Source: an optimization exercise on an open RTL-to-GDS flow (aim: small area, a short achievable clock period and few clock cycles per item). Production flows keep margins and buffers that such runs may drop. At most, simulation tests tie the RTL to the original design; equivalence was not proved. Power is estimated from default activity; no workload was simulated.

==> branch maple: inputs <==
Design envelope_generator, start of the top module:
module envelope_generator (
    input  wire        clk,
    input  wire        rst,           
    input  wire        cmd_valid,
    output wire        cmd_ready,
    input  wire [1:0]  cmd_op,        
    input  wire [4:0]  cmd_voice,     
    input  wire [3:0]  cmd_ar,        
    input  wire [3:0]  cmd_d1r,       
    input  wire [3:0]  cmd_d2r,       
    input  wire [3:0]  cmd_rr,        
    input  wire [3:0]  cmd_dl,        
    input  wire [3:0]  cmd_krs,       
    input  wire [3:0]  cmd_oct,       
    input  wire        cmd_oct_lsb,   
    output reg         rsp_valid,
    output reg  [9:0]  rsp_level,     
    output reg         rsp_stop       
);
clock: 15.0 ns
lec_check: 0
abc_clock_period_in_ps: 3500
cap_margin: 20
core_margin: 2
core_utilization: 65
cts_cluster_diameter: 100
cts_cluster_size: 26
slew_margin: 20
synth_memory_max_bits: 65536
standard.sh (not shown) runs the stock make flow with config.mk's settings and CLKGATE_MAP_FILE= SYNTH_SCRIPT=/design/flow/synth_recipe.tcl, a recipe that flattens the netlist after the stock synthesis.
==> flow/flow/run.sh <==
#!/bin/bash
# The standard layout (the standard.sh, unchanged synthesis), except that the
# buffers placed on the ports are sky130_fd_sc_hd__buf_2 cells instead of the
# buffer the placer picks by default (a slow delay buffer).
set -euo pipefail
export BUFFER_PORTS_ARGS="-buffer_cell sky130_fd_sc_hd__buf_2"
bash standard.sh > standard_flow.log 2>&1
==> inputs of branch indigo, as changes to branch maple <==
--- a/flow/design.v
+++ b/flow/design.v
@@ -185,28 +185,27 @@
     endfunction
     reg [4:0] vc;           
     reg [4:0] sweep;        
     wire      sweeping = (sweep != 5'd0);
     always @(posedge clk) begin
         if (rst) begin
-            vc    <= 5'd25;       
+            vc    <= 5'd26;       
             sweep <= 5'd28;
         end else begin
             vc <= inc28(vc);
             if (sweeping) sweep <= sweep - 5'd1;
         end
     end
     localparam CW = 36;
     wire [CW-1:0] cmd_in = {cmd_op, cmd_voice, cmd_ar, cmd_d1r, cmd_d2r, cmd_rr,
                             cmd_dl, cmd_krs, cmd_oct, cmd_oct_lsb};
     reg          ir_v;
     reg [CW-1:0] ir;
-    reg          rdy;                 
-    reg          rdy_o;               
-    assign cmd_ready = rdy_o;
-    wire xfer = cmd_valid && rdy_o;
+    reg          rdy;
+    assign cmd_ready = rdy;
+    wire xfer = cmd_valid && rdy;
     wire [1:0] ir_op    = ir[35:34];
     wire [4:0] ir_voice = ir[33:29];
     wire [3:0] ir_ar    = ir[28:25];
     wire [3:0] ir_d1r   = ir[24:21];
     wire [3:0] ir_d2r   = ir[20:17];
     wire [3:0] ir_rr    = ir[16:13];
@@ -219,19 +218,21 @@
     wire [5:0] ks      = {{2{oct_m1[3]}}, oct_m1} + {2'b0, ir_krs};       
     wire [5:0] ir_krv  = (ir_krs == 4'd15) ? 6'd16 : {ks[4:0], ir_lsb} + 6'd16;
     wire [25:0] ir_rates = {ir_ar, ir_d1r, ir_d2r, ir_rr, ir_krv, ir_dl};
     reg [4:0] h_nv, t_nv;
     reg [4:0] h_cnt, t_cnt;           
     reg [4:0] h_end, t_end;           
-    reg  h_on, t_on;                  
+    wire h_on = (h_cnt != 5'd0);
+    wire t_on = (t_cnt != 5'd0);
     wire proc = h_on && (h_nv == vc);      
     wire [4:0] tl_cnt = t_on ? t_cnt : h_cnt;
     wire [4:0] tl_end = t_on ? t_end : h_end;
     wire can_extend = (tl_cnt != 5'd0) && (tl_cnt != 5'd28) && (tl_end == ir_voice);
     wire tick_ok = can_extend || !t_on;
     reg         cb_v     [0:NCB-1];
+    reg         cb_res   [0:NCB-1];    
     reg  [1:0]  cb_w     [0:NCB-1];    
     reg         cb_ts    [0:NCB-1];    
     reg  [4:0]  cb_voice [0:NCB-1];
     reg         cb_hr    [0:NCB-1];    
     reg  [1:0]  cb_env   [0:NCB-1];    
     reg  [25:0] cb_rates [0:NCB-1];
@@ -246,12 +247,13 @@
     endfunction
     reg          m_any, f_any;
     reg [NCB-1:0] m_hit, f_sel, v_hit, c_hit;
     reg          a_any, a_hr;
     reg [1:0]    a_env;
     reg [25:0]   a_rates;
+    reg [1:0]    c_pend [0:NCB-1];
     integer i;
     always @(*) begin
         m_any = 1'b0; m_hit = {NCB{1'b0}};
         f_any = 1'b0; f_sel = {NCB{1'b0}};
         a_any = 1'b0; a_hr = 1'b0; a_env = 2'b00; a_rates = 26'd0;
         for (i = 0; i < NCB; i = i + 1) begin
@@ -262,24 +264,24 @@
                 m_any    = 1'b1;
             end
             if (!cb_v[i] && !f_any) begin
                 f_sel[i] = 1'b1;
                 f_any    = 1'b1;
             end
+            c_pend[i] = {1'b0, in_run(h_nv, h_end, h_cnt, cb_voice[i])}
+                      + {1'b0, in_run(t_nv, t_end, t_cnt, cb_voice[i])};
             if (cb_v[i] && cb_ap[i]) begin
                 a_any   = 1'b1;
                 a_hr    = cb_hr[i];
                 a_env   = cb_env[i];
                 a_rates = cb_rates[i];
             end
         end
     end
     wire [4:0] vcn = inc28(vc);         
-    wire ir_in_h = in_run(h_nv, h_end, h_cnt, ir_voice);
-    wire ir_in_t = in_run(t_nv, t_end, t_cnt, ir_voice);
-    wire [1:0] ir_pend = {1'b0, ir_in_h} + {1'b0, ir_in_t};    
+    wire ir_pend0 = !in_run(h_nv, h_end, h_cnt, ir_voice) && !in_run(t_nv, t_end, t_cnt, ir_voice);
     wire cfg_ok = (ir_voice != vc) && (m_any || f_any);
     wire disp = ir_v && (ir_tick ? tick_ok : cfg_ok);
     wire disp_tick = disp && ir_tick;
     wire disp_cfg  = disp && !ir_tick;
     wire [4:0] ir_end1 = inc28(ir_voice);
     wire t_free_next = disp_tick ? (can_extend && !t_on) : !t_on;
@@ -295,26 +297,22 @@
     wire in_sure = (cmd_op == OP_TICK) ? (t_free_next || (run_room && cmd_voice == run_end))
                                        : (cb_free_next && cmd_voice != vcn);
     wire ir_sure = ir_tick ? (t_free_next || (run_room && ir_voice == run_end))
                            : (cb_free_next && ir_voice != vcn);
     always @(posedge clk) begin
         if (rst) begin
-            ir_v  <= 1'b0;
-            rdy   <= 1'b1;
-            rdy_o <= 1'b0;
+            ir_v <= 1'b0;
+            rdy  <= 1'b1;
         end else if (xfer) begin
-            ir_v  <= 1'b1;
-            rdy   <= in_sure;
-            rdy_o <= in_sure;
+            ir_v <= 1'b1;
+            rdy  <= in_sure;
         end else if (ir_v && !disp) begin
-            rdy   <= ir_sure;
-            rdy_o <= ir_sure;
+            rdy  <= ir_sure;
         end else begin
-            ir_v  <= 1'b0;
-            rdy   <= 1'b1;
-            rdy_o <= 1'b1;
+            ir_v <= 1'b0;
+            rdy  <= 1'b1;
         end
         if (rdy) ir <= cmd_in;
     end
     wire ext   = disp_tick && can_extend;
     wire ext_h = ext && !t_on;                   
     wire ext_t = ext && t_on;                    
@@ -323,27 +321,23 @@
     wire [4:0] h_nv1  = inc28(h_nv);
     wire [4:0] h_end1 = inc28(h_end);
     wire [4:0] t_end1 = inc28(t_end);
     wire [4:0] v_end1 = inc28(ir_voice);
     always @(posedge clk) begin
         if (h_out) begin
-            h_on <= t_on || nrun;
-            t_on <= 1'b0;
             if (t_on) begin
                 h_nv  <= t_nv;
                 h_cnt <= ext_t ? t_cnt + 5'd1 : t_cnt;
                 h_end <= ext_t ? t_end1 : t_end;
             end else begin
                 h_nv  <= ir_voice;
                 h_cnt <= nrun ? 5'd1 : 5'd0;
                 h_end <= v_end1;
             end
             t_cnt <= 5'd0;
         end else begin
-            h_on <= 1'b1;
-            if (nrun) t_on <= 1'b1;
             if (proc) h_nv <= h_nv1;
             if (proc && !ext_h) h_cnt <= h_cnt - 5'd1;
             else if (!proc && ext_h) h_cnt <= h_cnt + 5'd1;
             if (ext_h) h_end <= h_end1;
             if (ext_t) begin
                 t_cnt <= t_cnt + 5'd1;
@@ -354,28 +348,30 @@
                 t_end <= v_end1;
             end
         end
         if (rst) begin
             h_cnt <= 5'd0;
             t_cnt <= 5'd0;
-            h_on  <= 1'b0;
-            t_on  <= 1'b0;
         end
     end
     always @(posedge clk) begin
         for (i = 0; i < NCB; i = i + 1) begin
-            if (c_hit[i] && proc && cb_w[i] != 2'd0)
-                cb_w[i] <= cb_w[i] - 2'd1;
-            cb_ap[i] <= (cb_voice[i] == vcn) && (cb_w[i] == 2'd0);
+            if (cb_v[i] && !cb_res[i]) begin
+                cb_res[i] <= 1'b1;
+                cb_w[i]   <= c_pend[i] - {1'b0, c_hit[i] && proc};
+            end else if (c_hit[i] && proc && cb_w[i] != 2'd0) begin
+                cb_w[i]   <= cb_w[i] - 2'd1;
+            end
+            cb_ap[i] <= (cb_voice[i] == vcn) && ((cb_res[i] ? cb_w[i] : c_pend[i]) == 2'd0);
             if (disp_tick && v_hit[i]) cb_ts[i] <= 1'b1;
             if (disp_cfg && (m_any ? m_hit[i] : f_sel[i])) begin
                 if (!m_any) begin
-                    cb_w[i]     <= ir_pend;
+                    cb_res[i]   <= 1'b0;
                     cb_ts[i]    <= 1'b0;
                     cb_voice[i] <= ir_voice;
-                    cb_ap[i]    <= (ir_voice == vcn) && (ir_pend == 2'd0);
+                    cb_ap[i]    <= (ir_voice == vcn) && ir_pend0;
                 end
                 if (ir_op != OP_KEYOFF) begin
                     cb_hr[i]    <= 1'b1;
                     cb_rates[i] <= ir_rates;
                 end else if (!m_any) begin
                     cb_hr[i]    <= 1'b0;
@@ -424,48 +420,48 @@
                       (sum1 < 7'd16)   ? 6'd0  :
                       (sum1 > 7'd79)   ? 6'd63 : sum1[5:0] - 6'd16;
     wire [26:0] a_step;
     wire [17:0] d_step;
     attack_step_rom u_ar (.addr(idx2), .data(a_step));
     decay_step_rom  u_dr (.addr(idx2), .data(d_step));
-    wire [26:0] step2 = !t2 ? 27'd0 : (p2[53:52] == ATTACK) ? a_step : ~{9'd0, d_step};
+    wire [26:0] step2 = (p2[53:52] == ATTACK) ? a_step : ~{9'd0, d_step};
     wire [1:0]  st3  = p3[53:52];
     wire [25:0] vol3 = p3[51:26];
-    wire [26:0] r3   = {1'b0, vol3} + step3 + {26'd0, t3 && st3 != ATTACK};
+    wire [26:0] r3   = {1'b0, vol3} + step3 + {26'd0, st3 != ATTACK};
     wire [1:0]  st4  = p4[53:52];
     wire [25:0] r4   = p4[51:26];
     wire [3:0]  thr4 = ~p4[3:0];                         
     reg  [1:0]  nst4;
     reg  [25:0] nvol4;
     reg         stop4;
     always @(*) begin
         nst4  = st4;
         stop4 = 1'b0;
         if (st4 == ATTACK) begin
-            if (t4 && (c4 || (&r4[25:16]))) begin       
+            if (c4 || (&r4[25:16])) begin               
                 nvol4 = EG_CEIL[25:0];
                 nst4  = DECAY1;
             end else begin
                 nvol4 = r4;
             end
         end else begin
             nvol4 = c4 ? 26'd0 : r4;
-            if (t4 && st4 == DECAY1 && nvol4[25:16] <= {thr4, 6'b0}) nst4 = DECAY2;
+            if (st4 == DECAY1 && nvol4[25:16] <= {thr4, 6'b0}) nst4 = DECAY2;
             if (st4 == RELEASE) stop4 = (nvol4 == 26'd0);
         end
     end
     integer k;
     always @(posedge clk) begin
         p1    <= eff;
         p2    <= p1;
         idx2  <= idx1;
         p3    <= p2;
         step3 <= step2;
-        p4    <= {st3, r3[25:0], p3[25:0]};
+        p4    <= t3 ? {st3, r3[25:0], p3[25:0]} : p3;
         c4    <= r3[26];
-        sh[5] <= {nst4, nvol4, p4[25:0]};
+        sh[5] <= t4 ? {nst4, nvol4, p4[25:0]} : p4;
         for (k = 6; k <= 27; k = k + 1) sh[k] <= sh[k-1];
         p0    <= sh[27];
         if (rst) begin
             t1 <= 1'b0;
             t2 <= 1'b0;
             t3 <= 1'b0;
==> flow/run.sh (new file) <==
#!/bin/bash
# synth_recipe.tcl (not shown) runs the flow's synth.tcl, then flattens the netlist and writes it again
# the make line also repeats each setting of config.mk as NAME=value (left out here)
make -C /OpenROAD-flow-scripts/flow DESIGN_CONFIG=/design/flow/config.mk WORK_HOME=/design/flow/orfs CLKGATE_MAP_FILE= SYNTH_SCRIPT=/design/flow/synth_recipe.tcl finish
==> flow/config.mk (replaced) <==
export PLATFORM = sky130hd
export DESIGN_NAME = envelope_generator
export DESIGN_NICKNAME = envelope_generator
export VERILOG_FILES = /design/flow/design.v
export SDC_FILE = /design/flow/constraint.sdc
export NUM_CORES = 4
export LEC_CHECK = 0
export CAP_MARGIN = 20
export CORE_MARGIN = 2
export CORE_UTILIZATION = 70
export CTS_CLUSTER_DIAMETER = 80
export CTS_CLUSTER_SIZE = 26
export SLEW_MARGIN = 20
export SYNTH_MEMORY_MAX_BITS = 65536
removed: flow/flow/run.sh
removed: flow/standard.sh
==> summary.txt <==
Status
  – Status: complete, no violations

Logic synthesis
  – Post-Synth Adder-Cell Area: 0.0397
  – Top cells by area, synth: dfxtp_1 69%, edfxtp_1 8.4%, ha_1 3.6%, a21oi_1 1.9%, nand2_1 1.5%

Routing
  – Final WL: 114,000 um

Floorplan
  – Die Width: 260 um
  – FP Rows: 93
  – Die area: 67,600 um2

Power
  – Leakage: 19.7 nW

Final layout
  – Area delta synth->final: 7.91%
  – Inverters: 84
  – Final design utilization: 0.766

Min path
  – Worst hold start: sh[26][3]

GRT
  – Vias in the first global route: 26.4k

Critical path
  – CP max-delay cell: clkdlybuf4s50_1
The numbers above come from branch indigo.

==> summary.txt <==
Status
  – Status: complete, no violations

Routing
  – Final WL: 88,100 um

Critical path
  – CP max-delay cell: dfxtp_1

Floorplan
  – FP Rows: 96
  – Die Width: 266 um

Power
  – Leakage: 19.0 nW

Logic synthesis
  – Post-Synth Adder-Cell Area: 0.0307
  – Top cells by area, synth: dfxtp_1 71%, edfxtp_1 8.3%, ha_1 2.8%, a21oi_1 1.7%, nand2_1 1.4%

Final layout
  – Final design utilization: 0.701
  – Area delta synth->final: 7.17%
  – Inverters: 77

GRT
  – Vias in the first global route: 23.1k
The numbers above come from branch maple.

Testbench counts of branch indigo, summed over its fixed seeds: cycles 46,648, cmds 45,850.
Function not checked in branch maple: the RTL went through the layout flow alone.

[separate check: timing with driven ports]
In the flow no input, the clock included, has a driving cell. The finished layouts below were timed again as built, in two steps. Step 1: set_driving_cell puts a clkbuf_16 on clk and a buf_2 on each other input, an assumption about the parent block. Step 2 adds t to the input delays and takes it off the output delays; t is the mean of the earliest and latest rising clock arrival at the registers after step 1. Input paths then give back, and output paths get back, about the clock's delay inside the block. Slacks: ideal ports / drivers / drivers and shift; pairs: ideal ports / drivers.
run | t, ns | setup WS [ns] | worst setup path at the end
branch maple | 0.708 | 10.769 / 10.705 / 10.672 | input to register
branch indigo | 0.728 | 10.375 / 10.309 / 9.949 | input to register
After both steps every run listed still meets setup and hold. For branch indigo, which loses most, drivers alone change the setup slack by -0.066 ns; drivers and shift together by -0.426 ns.
